Source: an optimization exercise on an open RTL-to-GDS flow (aim: small area, a short achievable clock period and few clock cycles per item). Production flows keep margins and buffers that such runs may drop. Function was checked by simulation only, so behaviour that the tests miss may differ from the original.

## flow/design.v (module list and top-level ports; edited modules follow where they fit)
// module lcg_a: 434 lines
// module lcg_b: 413 lines
// module mul24: 1532 lines
// module carry24: 167 lines
// module csa_fa: 4 lines
// module booth_ao: 3 lines
// module cell_xnor: 3 lines
// module cell_or: 3 lines
// module csa_ha: 4 lines
// module out_stage: 181 lines
module out_stage (
    input  wire        clk,
    input  wire        rst,           
    input  wire        cfg_we,
    input  wire [31:0] cfg_gain,      
    input  wire [1:0]  cfg_bits,      
    input  wire        cfg_rate_ok,   
    input  wire        sreset,
    input  wire        in_valid,
    output wire        in_ready,
    input  wire [31:0] in_data,
    output reg         out_valid,
    output reg  [31:0] out_data
);
  // ...
==> flow/flow/run.sh <==
#!/bin/bash
# The standard layout, with the port buffers that buffer_ports inserts on
# every input and output made sky130_fd_sc_hd__buf_2 cells instead of its
# default choice (a delay buffer). Everything else is standard.sh unchanged.
set -euo pipefail
export BUFFER_PORTS_ARGS="-buffer_cell sky130_fd_sc_hd__buf_2"
bash standard.sh finish > standard_flow.log 2>&1
==> flow/standard.sh <==
#!/bin/bash
# synth_recipe.tcl (not shown) runs the flow's synth.tcl, then flattens the netlist and writes it again
# the make line also repeats each setting of config.mk as NAME=value (left out here)
make -C /OpenROAD-flow-scripts/flow DESIGN_CONFIG=/design/flow/config.mk WORK_HOME=/design/flow/orfs CLKGATE_MAP_FILE= SYNTH_SCRIPT=/design/flow/synth_recipe.tcl "${@:-finish}"
==> flow/config.mk <==
export PLATFORM = sky130hd
export DESIGN_NAME = out_stage
export DESIGN_NICKNAME = out_stage
export VERILOG_FILES = /design/flow/design.v
export SDC_FILE = /design/flow/constraint.sdc
export NUM_CORES = 4
export LEC_CHECK = 0
export CAP_MARGIN = 20
export CORE_MARGIN = 2
export CORE_UTILIZATION = 35
export CTS_CLUSTER_DIAMETER = 100
export CTS_CLUSTER_SIZE = 20
export PLACE_DENSITY = 0.6
export SETUP_SLACK_MARGIN = 1.5
export SLEW_MARGIN = 20
export SYNTH_HIERARCHICAL = 1
export SYNTH_MINIMUM_KEEP_SIZE = 0
==> flow/constraint.sdc <==
create_clock -name core_clock -period 45.0 [get_ports {clk}]
set_input_delay 9.0000 -clock core_clock [delete_from_list [all_inputs] [get_ports {clk}]]
set_output_delay 9.0000 -clock core_clock [all_outputs]
set_load 0.01 [all_outputs]
==> qor.csv, run 1 <==
stage,metric,value,unit
drt,wl_met2,57220,µm
placed_design,dpl.hpwl,87420,µm
worst_setup_path,path_max_fanout,3,
global_routing,grtUsageTotal,19.19,%
final_layout,drive_above_1_share,7.469,%
worst_setup_path,cp-endpoint,rdy,
worst_setup_path,cp-startpoint,cfg_gain[28],
global_routing,use_met1,25.80,%
die,design.portCount,106,
final_layout,multi_input_area,34490,µm²
worst_setup_path,worstSetupPathType,input port to flop,
hold_path,hold_depth,1,
timing,rsz0062_at_grt,no,
clock_tree,clk_path_buf_depth,3,
synthesis,synthCells,4463,
final_layout,nNonClkInverters,229,
clock_tree,cts_resized,0,
timing,hold_viol,0,
worst_setup_path,cp.depth,5,
final_layout,register_area,6023,µm²
worst_setup_path,worst_path_dominant_cell_family,simple AND/OR/NAND/NOR gates,
timing,relSlewSlack,26.64,%
worst_setup_path,rr_endpoint,out_data[28],
outcome,status,finished clean,
final_layout,nMultiInputCombCells,3680,
final_layout,dominant_cells,multi-input combinational cells,
drt,vias_per_cell,5.362,
placed_design,dpl_cell_area,44450,µm²
worst_setup_path,crit_path_end_kind,flop,
global_routing,use_met3,2.646,%
worst_setup_path,r2r_slack,35.23,ns
clock_tree,post-cts-setup-buffers,0,
drt,num_vias,32341,
clock_tree,numClockSinks,283,
Testbench counts, summed over its fixed seeds: cycles 33,024, items 32,768.
==> module out_stage, before the edit <==
module out_stage (
    input  wire        clk,
    input  wire        rst,           
    input  wire        cfg_we,
    input  wire [31:0] cfg_gain,      
    input  wire [1:0]  cfg_bits,      
    input  wire        cfg_rate_ok,   
    input  wire        sreset,
    input  wire        in_valid,
    output wire        in_ready,
    input  wire [31:0] in_data,
    output reg         out_valid,
    output reg  [31:0] out_data
);
    localparam [31:0] SEED_A = 32'd12345;
    localparam [31:0] SEED_B = 32'd67890;
    reg [1:0]  obits;
    reg        rate_ok;
    reg [31:0] sa, sb;
    function [4:0] tzc24;
        input [23:0] x;
        integer i;
        begin
            tzc24 = 5'd0;
            for (i = 23; i >= 0; i = i - 1)
                if (x[i]) tzc24 = i[4:0];
        end
    endfunction
    reg        v0;
    reg        as0;
    reg [8:0]  ae0;                 
    reg [23:0] am0;
    reg        gs;
    reg [8:0]  ge;
    reg [23:0] gm;
    reg        na, ng;              
    reg        rdy;
    wire       stall = v0 & (na | ng);
    wire       go    = v0 & ~stall;
    assign in_ready = rdy;
    wire       v0_n  = ~rst & (stall | in_valid);
    wire       na_n  = stall ? (na & ~am0[22])
                             : ((in_data[30:23] == 8'd0) & (in_data[22:0] != 23'd0));
    wire       ng_n  = rst ? 1'b0
                     : cfg_we ? ((cfg_gain[30:23] == 8'd0) & (cfg_gain[22:0] != 23'd0))
                     : (ng & ~gm[22]);
    always @(posedge clk) begin
        v0  <= v0_n;
        na  <= na_n;
        ng  <= ng_n;
        rdy <= ~(v0_n & (na_n | ng_n));
        if (~stall) begin
            as0 <= in_data[31];
            ae0 <= (in_data[30:23] == 8'd0) ? 9'd1 : {1'b0, in_data[30:23]};
            am0 <= {(in_data[30:23] != 8'd0), in_data[22:0]};
        end else if (na) begin
            ae0 <= ae0 - 9'd1;
            am0 <= {am0[22:0], 1'b0};
        end
    end
    wire        sg1 = as0 ^ gs;
    wire        zf1 = (am0 == 24'd0) | (gm == 24'd0);
    wire [5:0]  tzs = {1'b0, tzc24(am0)} + {1'b0, tzc24(gm)};
    wire [47:0] p1;
    mul24 u_mul (.a(am0), .b(gm), .p(p1));
    wire [9:0]  ex1 = {ae0[8], ae0} + {ge[8], ge} - 10'd126;
    reg        v1, sg2, zf2, st23, st22;
    reg [25:0] pw2;
    reg [9:0]  ex2;
    always @(posedge clk) begin
        v1   <= go & ~rst;
        sg2  <= sg1;
        zf2  <= zf1;
        pw2  <= p1[47:22];
        ex2  <= ex1;
        st23 <= (tzs < 6'd23);    
        st22 <= (tzs < 6'd22);    
    end
    wire        top  = pw2[25];
    wire [23:0] mant = top ? pw2[25:2] : pw2[24:1];
    wire        gbit = top ? pw2[1] : pw2[0];
    wire        st   = top ? st23 : st22;
    wire signed [10:0] e1 = $signed({ex2[9], ex2}) - $signed({10'd0, ~top});
    wire        rnd  = gbit & (st | mant[0]);
    wire [24:0] m25  = {1'b0, mant} + {24'd0, rnd};
    wire        rovf = m25[24];
    wire [23:0] mr   = rovf ? 24'h800000 : m25[23:0];
    wire        nz   = ~zf2 & ((e1 > -11'sd23) ||
                               ((e1 == -11'sd23) && ((mant[22:0] != 23'd0) || gbit || st)));
    wire        big  = ~zf2 & ((e1 > 11'sd127) ||
                               ((e1 == 11'sd127) && ((mant[22:0] != 23'd0) || rnd)));
    wire [23:0] mc   = big ? 24'h800000 : mr;
    wire [7:0]  ec   = big ? 8'd127 : (e1[7:0] + {7'd0, rovf});
    wire [4:0]  bm1  = (obits == 2'd0) ? 5'd15 : (obits == 2'd1) ? 5'd19 : 5'd23;
    wire signed [10:0] sr = e1 - 11'sd126 + $signed({6'd0, bm1});
    wire signed [10:0] s  = big ? $signed({6'd0, bm1}) + 11'sd1 : sr + $signed({10'd0, rovf});
    wire        lowr = zf2 | (s < -11'sd23);      
    wire [25:0] dp   = {2'b00, sa[31:8]} - {2'b00, sb[31:8]} + 26'd8388608;
    wire [25:0] f2   = (dp ^ {26{sg2}}) + {1'b0, sg2, 24'd0};
    reg        v2, sg3, lowr3, lrg3, cz3;
    reg [23:0] f;
    reg        fm1, f0, f1;      
    reg [23:0] mc3;
    reg [7:0]  ec3;
    reg [5:0]  r3;
    always @(posedge clk) begin
        v2    <= v1 & ~rst;
        sg3   <= sg2;
        lowr3 <= lowr;
        lrg3  <= ~lowr & (s > 11'sd0);
        cz3   <= sg2 & nz;              
        mc3   <= mc;
        ec3   <= ec;
        r3    <= 6'd24 - s[5:0];        
        f     <= f2[23:0];
        fm1   <= f2[25];
        f0    <= (f2[25:24] == 2'b00);
        f1    <= (f2[25:24] == 2'b01);
    end
    wire [47:0] wide = {mc3, 24'd0} >> r3;
    wire [23:0] lo   = lowr3 ? 24'd0 : wide[23:0];
    wire [4:0]  n    = lrg3 ? r3[4:0] : (r3[4:0] - 5'd24);    
    wire [23:0] tm   = ~(24'hFFFFFF << n);
    wire        stlo = ~lrg3 & ((mc3 & tm) != 24'd0);
    wire        cin  = lowr3 ? cz3 : (sg3 & stlo);
    wire        c24;
    carry24 u_t (.a(lo), .b(f), .ci(cin), .co(c24));
    wire        tneg = fm1 & ~c24;
    wire        t0   = (fm1 & c24) | (f0 & ~c24);
    wire        t1   = (f0 & c24) | (f1 & ~c24);
    wire        t2   = f1 & c24;
    wire [23:0] mh   = mc3 & ~tm;
    wire [24:0] oh   = {tm, 1'b1} & ~{1'b0, tm};    
    wire [25:0] add  = tneg ? {2'b11, ~tm} : t2 ? {oh, 1'b0} : t1 ? {1'b0, oh} : 26'd0;
    wire [25:0] mq   = {2'b00, mh} + add;
    wire        dup  = mq[24];
    wire        ddn  = ~mq[24] & ~mq[23];
    wire [22:0] qf   = dup ? mq[23:1] : ddn ? {mq[21:0], 1'b0} : mq[22:0];
    wire [4:0]  bm3  = (obits == 2'd0) ? 5'd15 : (obits == 2'd1) ? 5'd19 : 5'd23;
    wire [7:0]  ecp  = ec3 + 8'd1;
    wire [7:0]  ecm  = ec3 - 8'd1;
    wire [7:0]  qe   = dup ? ecp : ddn ? ecm : ec3;
    wire        kz   = (mq[24:22] == 3'd0);
    wire [31:0] ql   = kz ? 32'd0 : {sg3, qe, qf};
    wire [7:0]  es   = 8'd127 - {3'd0, bm3} + {7'd0, t2};
    wire [31:0] qs   = t0 ? 32'd0 : {sg3 ^ tneg, es, 23'd0};
    wire [31:0] q    = lrg3 ? ql : qs;
    wire [31:0] y    = rate_ok ? q : {q[31], 31'd0};
    always @(posedge clk) begin
        out_valid <= v2 & ~rst;
        out_data  <= y;
    end
    wire [31:0] sa_n, sb_n;
    lcg_a u_lcg_a (.x(sa), .y(sa_n));
    lcg_b u_lcg_b (.x(sb), .y(sb_n));
    always @(posedge clk) begin
        if (rst) begin
            gs      <= 1'b0;            
            ge      <= 9'd127;
            gm      <= 24'hFF64C1;
            obits   <= 2'd0;            
            rate_ok <= 1'b0;            
        end else if (cfg_we) begin
            gs      <= cfg_gain[31];
            ge      <= (cfg_gain[30:23] == 8'd0) ? 9'd1 : {1'b0, cfg_gain[30:23]};
            gm      <= {(cfg_gain[30:23] != 8'd0), cfg_gain[22:0]};
            obits   <= cfg_bits;
            rate_ok <= cfg_rate_ok;
        end else if (ng) begin
            ge      <= ge - 9'd1;
            gm      <= {gm[22:0], 1'b0};
        end
        if (rst | sreset) begin
            sa <= SEED_A;
            sb <= SEED_B;
        end else if (go) begin
            sa <= sa_n;
            sb <= sb_n;
        end
    end
endmodule
==> run 2: changes to the inputs <==
--- a/flow/design.v
+++ b/flow/design.v
@@ -2581,13 +2581,4 @@
     reg        rate_ok;
     reg [31:0] sa, sb;
-    function [4:0] tzc24;
-        input [23:0] x;
-        integer i;
-        begin
-            tzc24 = 5'd0;
-            for (i = 23; i >= 0; i = i - 1)
-                if (x[i]) tzc24 = i[4:0];
-        end
-    endfunction
     reg        v0;
     reg        as0;
@@ -2624,5 +2615,4 @@
     wire        sg1 = as0 ^ gs;
     wire        zf1 = (am0 == 24'd0) | (gm == 24'd0);
-    wire [5:0]  tzs = {1'b0, tzc24(am0)} + {1'b0, tzc24(gm)};
     wire [47:0] p1;
     mul24 u_mul (.a(am0), .b(gm), .p(p1));
@@ -2637,6 +2627,6 @@
         pw2  <= p1[47:22];
         ex2  <= ex1;
-        st23 <= (tzs < 6'd23);    
-        st22 <= (tzs < 6'd22);    
+        st23 <= |p1[22:0];        
+        st22 <= |p1[21:0];        
     end
     wire        top  = pw2[25];
==> run 2 against run 1 <==
  * Still clean on timing, DRC and antenna
  * Core utilization increased by 0.085 points
  * Critical path depth fell by 4
  * Flip-flop and latch count is the same
  * Sequential share of layout area is 0.066 points lower
  * Non-clock buffer count is 2 higher
  * Die area increased by 0.12%
  * Hold slack improved by 0.0068 ns
  * Fmax decreased by 0.73%
  * Final cell count is essentially flat
  * Synthesized area grew 0.12%
==> qor.csv, run 2 <==
stage,metric,value,unit,change
synthesis,synth_top_area_share,37.05,%,
clock_tree,numCtsBuffers,22,,unchanged
synthesis,synth_cell_type_count,104,,
die,design.portCount,106,,unchanged
die,core_area,121400,µm²,unchanged
drt,final_antenna_net_count,0,,unchanged
timing,report.final.setup_viol,0,,unchanged
clock_tree,numClockSinks,283,,unchanged
synthesis,synth-edff-count,34,,
job,maxCapViolCount,0,,unchanged
worst_setup_path,worstPathCellList,buf_2,,"was buf_2, or4_1, o21ai_0, nor4b_1, o21ai_0"
timing,hold_viol,0,,unchanged
final_layout,register_area,6007,µm²,was 6023 µm²
global_routing,grt_max_degree,67,,unchanged
worst_setup_path,critical_path_arrival,1.19,ns,was 10.54 ns
final_layout,final_cell_mix,"885 x nand2_1, 790 x fa_1, 331 x ha_1, 273 x nor2_1, 248 x dfxtp_1",,"was 896 x nand2_1, 791 x fa_1, 327 x ha_1, 261 x nor2_1, 235 x dfxtp_1"
worst_setup_path,cp.required,36.00,ns,was 45.43 ns
synthesis,synthTopCellsByArea,"fa_1 37%, dfxtp_1 12%, ha_1 9.7%",,
clock_tree,cts_resized,0,,unchanged
final_layout,final_area,45300,µm²,was 45190 µm²
die,rows,128,,unchanged
final_layout,num-fill-cells,12239,,was 12280
synthesis,yosys_warnings,7,,unchanged
synthesis,async_flop_share,0,%,
global_routing,antenna_found_initial,6,,was 4
timing,slew_viol_final,0,,unchanged
hold_path,hold_class,flop to flop,,unchanged
drt,drt-pass1-iter-count,6,,unchanged
drt,vias_per_cell,5.347,,was 5.362
worst_setup_path,r2r_slack,35.74,ns,was 35.23 ns
drt,drc_errors,0,,unchanged
timing,min_period_over_period,22.63,%,was 22.47%
final_layout,multi_input_area,34510,µm²,was 34490 µm²
global_routing,overflow,0,,unchanged
worst_setup_path,cpPeakStageDelay,0.44,ns,was 0.52 ns
clock_tree,cts_root_buf,clkbuf_16,,unchanged
clock_tree,post-cts-setup-buffers,0,,unchanged
placed_design,gp_congestion,0.9436,,was 0.9251
placed_design,dpl_cell_area,44510,µm²,was 44450 µm²
drt,num_vias,32245,,was 32341
timing,rsz0062_at_grt,no,,unchanged
timing,worstMarginPinSlew,1.082,ns,was 1.099 ns
synthesis,yosys-top-cells-count,"886 x nand2_1, 790 x fa_1, 331 x ha_1, 273 x nor2_1, 249 x dfxtp_1",,
drt,drt-initial-drc-count,2679,,was 2592
placed_design,dpl.hpwl,88880,µm,was 87420 µm
worst_setup_path,critPathBufInv,1,,unchanged
final_layout,final_cells,6031,,was 6032
clock_tree,clk_path_buf_depth,3,,unchanged
synthesis,syn_area_per_cell,9.572,µm²,was 9.552 µm²
global_routing,grt_pass1_wl,190600,µm,was 191900 µm
global_routing,grtUsageTotal,19.10,%,was 19.19%
worst_setup_path,cp_slowest_cell,dfxtp_1,,was or4_1
clock_tree,htree_levels,1,,unchanged
die,die_w,353.2,µm,was 353 µm
global_routing,use_met1,25.55,%,was 25.80%
global_routing,grt_pass1_vias,33670,,was 34016
timing,max_freq,98.18,MHz,was 98.90 MHz
drt,wl_per_cell,19.77,µm,was 19.83 µm
worst_setup_path,cp-start-kind,flop,,was input port
placed_design,portBuffers,105,,unchanged
timing,fin_setup_tns,0,ns,unchanged
drt,drt_wl_total,119200,µm,was 119600 µm
worst_setup_path,path_max_fanout,1,,was 3
timing,fin_crit,10.19,ns,was 10.11 ns
timing,relSlewSlack,27.80,%,was 26.64%
final_layout,layout.nets,5582,,was 5581
clock_tree,cts.clk_slew.worst_paths,0.08,ns,about the same
global_routing,busiest_layer,met2,,unchanged
placed_design,dp.cells,5990,,was 5991
final_layout,drive_above_1_share,7.518,%,was 7.469%
synthesis,synthCells,4459,,was 4463
die,dieArea,124800,µm²,was 124600 µm²
synthesis,yosysTopAreaCell,fa_1,,
final_layout,reg_top3,"out_data (32), sa (32), sb (32)",,unchanged
synthesis,ys_seq_elements,283,,
outcome,status,finished clean,,unchanged
synthesis,synthesis.area,42680,µm²,was 42630 µm²
worst_setup_path,crit_path_end_kind,output port,,was flop
clock_tree,hold_buffers,0,,unchanged
final_layout,final_common_cell,nand2_1,,unchanged
synthesis,seq_area_frac_synth,14.07,%,
worst_setup_path,worst_path_dominant_cell_family,flip-flops,,was simple AND/OR/NAND/NOR gates
final_layout,area_growth,6.130,%,was 6.011%
global_routing,grt_use_met2,32.12,%,was 32.40%
clock_tree,cts_tree,yes,,unchanged
timing,finalClockSkew,0.02652,ns,was 0.03859 ns
synthesis,synth_most_common_cell,nand2_1,,
clock_tree,clk_latency,0.57,ns,was 0.56 ns
global_routing,use_met3,3.494,%,was 2.646%
synthesis,synth_ff_type,dfxtp_1,,
die,die_h,353.2,µm,was 353 µm
die,initial_core_util,35.16,%,was 35.12%
worst_setup_path,worstSetupPathType,flop to output port,,was input port to flop
## run 2: cell count changes in the layout (fill, tap and decap cells not counted), sizes merged, moves of 11 or more
cell    previous run  this run
a211oi            47        36
nand2            898       887
nor4              35        49
mux2              39        52
nand4             19        31
o21ai            115        99
nor2             262       273
and2              32        19
## run 2: worst paths after layout
kind | start | endpoint | cells after the start
max | out_valid | out_valid | 1
min | v1 | v2 | 1
max reg2reg | r3[2] | out_data[28] | 31
min reg2reg | v1 | v2 | 1
## run 2: per-stage QoR
step / setup slack, ns / util [%] / hold WS (ns)
finish: 34.81 / 37.31 / 0.4339
global route: 34.78 / 37.31 / 0.4564
CTS: 34.78 / 37.29 / 0.4361
detailed placement: 34.17 / 36.66 / 0.4242
global placement: 34.31 / 36.66 / 0.4156
floorplan: 34.77 / - / 0.3540
## run 2: modules after synthesis, one instance, submodules excluded, excerpt
| module | cells inside | times used | flops+latches |
|---|---|---|---|
| carry24 | 44 | 1 | 0 |
| cell_xnor | 1 | 23 | 0 |
| csa_ha | 1 | 157 | 0 |
| lcg_a | 212 | 1 | 0 |
| lcg_b | 181 | 1 | 0 |
| mul24 | 876 | 1 | 0 |
| out_stage | 2156 | 1 | 283 |
## run 2: kinds of logic after synthesis
group,synth area share (%)
other,0.04398
flip-flops,14.07
adder cells (fa/ha/maj),46.76
XOR/XNOR,4.714
AND/OR/NAND/NOR,15.70
multiplexers,3.852
AO/OA/AOI/OAI,9.642
buffers and inverters,5.215
## run 2: area by class of cell
cell class | count | share of cell area (%)
tap | 1625 | 4.489
sequential | 283 | 13.26
clock buffer | 27 | 1.326
antenna | 3 | 0.01657
timing repair buffer | 177 | 2.353
multi-input combinational | 3664 | 76.18
inverter | 241 | 2.003
clock inverter | 11 | 0.3701
## run 2: routing by layer
layer	routed length, µm	vias to the layer above
li1	-	14602
met1	50860	16276
met2	56880	1162
met3	8627	203
met4	2839	2
met5	12	-
Testbench counts of run 2, summed over its fixed seeds: cycles 33,024, items 32,768.
==> run 3: changes to the inputs <==
--- a/flow/config.mk
+++ b/flow/config.mk
@@ -9,6 +9,6 @@
 export CORE_MARGIN = 2
 export CORE_UTILIZATION = 35
-export CTS_CLUSTER_DIAMETER = 100
-export CTS_CLUSTER_SIZE = 20
+export CTS_CLUSTER_DIAMETER = 120
+export CTS_CLUSTER_SIZE = 26
 export PLACE_DENSITY = 0.6
 export SETUP_SLACK_MARGIN = 1.5
==> run 3 against run 2 <==
  * Die area unchanged
  * Routed wire length increased by 0.10%
  * Synthesized area unchanged
  * Final area decreased by 0.47%
  * Still clean on timing, DRC and antenna
  * Hold slack got worse by 0.00067 ns
  * Count of clock-buffer cells in the layout decreased by 5
  * Final cell count decreased by 0.17%
  * Core utilization decreased by 0.17 points
  * Critical path type unchanged
  * Sequential share of layout area increased by 0.062 points
  * Setup slack improved by 0.0021 ns
  * Synthesized cell count unchanged
==> qor.csv, run 3 <==
stage,metric,value,unit,change
drt,wl_per_cell,19.82,µm,was 19.77 µm
worst_setup_path,cp_slowest_cell,dfxtp_1,,unchanged
synthesis,synthTopCellsByArea,"fa_1 37%, dfxtp_1 12%, ha_1 9.7%",,unchanged
timing,rsz0062_at_grt,no,,unchanged
hold_path,hold_depth,1,,unchanged
synthesis,ys_seq_elements,283,,unchanged
final_layout,final_util,37.14,%,was 37.31%
global_routing,grt_max_degree,67,,unchanged
hold_path,whs_endpoint,v2,,unchanged
timing,fin_setup_tns,0,ns,unchanged
clock_tree,clk_latency,0.55,ns,was 0.57 ns
synthesis,synthesis.area,42680,µm²,unchanged
placed_design,dp.cells,5990,,unchanged
global_routing,grtUsageTotal,19.06,%,was 19.10%
drt,drt-pass1-iter-count,6,,unchanged
die,dieArea,124800,µm²,unchanged
worst_setup_path,critical_path_arrival,1.18,ns,was 1.19 ns
worst_setup_path,worstPathCellList,buf_2,,unchanged
synthesis,synth_cell_type_count,104,,unchanged
final_layout,layout.nets,5577,,was 5582
global_routing,grt_pass1_wl,190300,µm,was 190600 µm
timing,fin_crit,10.18,ns,was 10.19 ns
clock_tree,clk_path_buf_depth,3,,unchanged
worst_setup_path,reg2regPathDepth,31,,unchanged
clock_tree,htree_levels,1,,unchanged
drt,drt_wl_total,119300,µm,was 119200 µm
global_routing,antenna_found_initial,5,,was 6
final_layout,multi_input_area,34500,µm²,was 34510 µm²
synthesis,yosysTopAreaCell,fa_1,,unchanged
global_routing,grt_pass1_vias,33614,,was 33670
global_routing,use_met3,3.473,%,was 3.494%
clock_tree,numCtsBuffers,17,,was 22
final_layout,drive_above_1_share,7.218,%,was 7.518%
synthesis,syn_area_per_cell,9.572,µm²,unchanged
timing,min_period_over_period,22.63,%,about the same
timing,worstMarginPinSlew,1.076,ns,was 1.082 ns
placed_design,dpl_cell_area,44510,µm²,unchanged
clock_tree,hold_buffers,0,,unchanged
timing,hold_viol,0,,unchanged
global_routing,busiest_layer,met2,,unchanged
worst_setup_path,cp-start-kind,flop,,unchanged
die,die_h,353.2,µm,unchanged
drt,drc_errors,0,,unchanged
synthesis,synth-edff-count,34,,unchanged
synthesis,yosys-top-cells-count,"886 x nand2_1, 790 x fa_1, 331 x ha_1, 273 x nor2_1, 249 x dfxtp_1",,unchanged
die,die_w,353.2,µm,unchanged
drt,drt-initial-drc-count,2704,,was 2679
final_layout,final_common_cell,nand2_1,,unchanged
global_routing,overflow,0,,unchanged
clock_tree,cts.clk_slew.worst_paths,0.09,ns,was 0.08 ns
synthesis,seq_area_frac_synth,14.07,%,unchanged
outcome,status,finished clean,,unchanged
job,maxCapViolCount,0,,unchanged
die,rows,128,,unchanged
worst_setup_path,worst_path_dominant_cell_family,flip-flops,,unchanged
clock_tree,cts_tree,yes,,unchanged
final_layout,final_cells,6021,,was 6031
final_layout,reg_top3,"out_data (32), sa (32), sb (32)",,unchanged
global_routing,grt_use_met2,32.16,%,was 32.12%
synthesis,synth_top_area_share,37.05,%,unchanged
timing,max_freq,98.20,MHz,was 98.18 MHz
worst_setup_path,r2r_slack,35.47,ns,was 35.74 ns
timing,slew_viol_final,0,,unchanged
placed_design,portBuffers,105,,unchanged
hold_path,hold_class,flop to flop,,unchanged
synthesis,async_flop_share,0,%,unchanged
clock_tree,cts_resized,0,,unchanged
global_routing,use_met1,25.49,%,was 25.55%
worst_setup_path,cp.required,36.00,ns,about the same
worst_setup_path,crit_path_end_kind,output port,,unchanged
drt,vias_per_cell,5.339,,was 5.347
final_layout,final_cell_mix,"885 x nand2_1, 790 x fa_1, 331 x ha_1, 273 x nor2_1, 248 x dfxtp_1",,unchanged
final_layout,area_growth,5.634,%,was 6.130%
worst_setup_path,worstSetupPathType,flop to output port,,unchanged
drt,num_vias,32147,,was 32245
timing,finalClockSkew,0.03715,ns,was 0.02652 ns
synthesis,synth_ff_type,dfxtp_1,,unchanged
clock_tree,numClockSinks,283,,unchanged
die,design.portCount,106,,unchanged
worst_setup_path,reg2reg_from,r3[2],,unchanged
final_layout,num-fill-cells,12250,,was 12239
worst_setup_path,rr_endpoint,out_data[28],,unchanged
clock_tree,cts_root_buf,clkbuf_16,,unchanged
final_layout,final_area,45090,µm²,was 45300 µm²
timing,relSlewSlack,28.16,%,was 27.80%
worst_setup_path,path_max_fanout,1,,unchanged
synthesis,yosys_warnings,7,,unchanged
die,core_area,121400,µm²,unchanged
final_layout,register_area,6007,µm²,unchanged
synthesis,synthCells,4459,,unchanged
hold_path,min-delay-start,v1,,unchanged
drt,final_antenna_net_count,0,,unchanged
synthesis,synth_most_common_cell,nand2_1,,unchanged
timing,report.final.setup_viol,0,,unchanged
die,initial_core_util,35.16,%,unchanged
worst_setup_path,cpPeakStageDelay,0.45,ns,was 0.44 ns
placed_design,gp_congestion,0.9436,,unchanged
placed_design,dpl.hpwl,88880,µm,unchanged
worst_setup_path,critPathBufInv,1,,unchanged
clock_tree,post-cts-setup-buffers,0,,unchanged
[run 3: changes by cell type in the layout (fill, tap and decap cells not counted), sizes merged]
cell,before,now
clkbuf,27,22
clkinvlp,1,0
inv,244,242
diode,3,4
bufinv,2,1
clkinv,5,3
[run 3: layer usage]
layer  vias to the layer above  part of all wire (%)  wire, µm
li1                      14574                     -         -
met2                      1108                    48     57210
met5                         -                 0.010        12
met4                         2                   2.1      2556
met1                     16283                    43     51350
met3                       180                   6.9      8228
[run 3: per-stage QoR]
stage / hold slack [ns] / setup WS [ns]
finish: 0.4332 / 34.82
global route: 0.4601 / 34.43
CTS: 0.4407 / 34.81
detailed placement: 0.4242 / 34.17
floorplan: 0.3540 / 34.77
global placement: 0.4156 / 34.31
[run 3: worst max-delay path by stage]
stage | from | to | cells after the start
floorplan | cfg_gain[28] | rdy | 4
global placement | rst | sa[30] | 4
detailed placement | rst | sa[22] | 4
CTS | out_valid | out_valid | 1
global route | r3[2] | out_data[28] | 31
finish | out_valid | out_valid | 1
[run 3: cells by family (layout without fill, tap and decap cells)]
logic type / Yosys count / count (layout) / synth area share, %
XOR/XNOR: 222 / 222 / 4.714
AO/OA/AOI/OAI: 632 / 632 / 9.642
other: 5 / 13 / 0.04398
multiplexers: 144 / 144 / 3.852
AND/OR/NAND/NOR: 1536 / 1536 / 15.70
flip-flops: 283 / 283 / 14.07
buffers and inverters: 516 / 445 / 5.215
adder cells (fa/ha/maj): 1121 / 1121 / 46.76
[run 3: area by class of cell]
| cell class | instances | area share, % |
|---|---|---|
| multi-input cells | 3664 | 76.52 |
| flip-flops and latches | 283 | 13.32 |
| well taps | 1625 | 4.510 |
| repair buffers | 177 | 2.364 |
| inverters | 241 | 2.012 |
| clock buffers | 22 | 0.9852 |
| clock inverters | 5 | 0.2581 |
| diodes | 4 | 0.02220 |
[run 3: Yosys stat by module, one instance, submodules excluded]
module     area (µm²)  cells
cell_xnor       8.758      1
lcg_b            1205    181
out_stage       17850   2156
csa_ha          12.51      1
cell_or         6.256      1
carry24         240.2     44
lcg_a            1456    212
mul24            3862    876
csa_fa          20.02      1

what the ideal ports hide:
The results above use ideal ports. As a check the final layouts listed here were re-extracted and re-timed, cells and wires unchanged. Step 1: set_driving_cell puts a clkbuf_16 on clk and a buf_2 on each other input, an assumption about the parent block. Step 2 adds t to the input delays and takes it off the output delays; t is the mean of the earliest and latest rising clock arrival at the registers after step 1. Input paths then give back, and output paths get back, about the clock's delay inside the block. Three values: ideal, step 1, step 2; two values: the first two.
| run | t (ns) | setup slack, ns | clock arrival spread, ns |
|---|---|---|---|
| run 1 | 0.617 | 34.889 / 34.843 / 34.323 | 0.040 / 0.039 |
| run 2 | 0.613 | 34.815 / 34.755 / 34.423 | 0.026 / 0.027 |
| run 3 | 0.587 | 34.817 / 34.759 / 34.438 | 0.041 / 0.041 |
After both steps setup and hold are still met in every run listed. The setup slack of run 1, which loses most, moves by -0.046 ns with the drivers and by -0.566 ns with both steps.
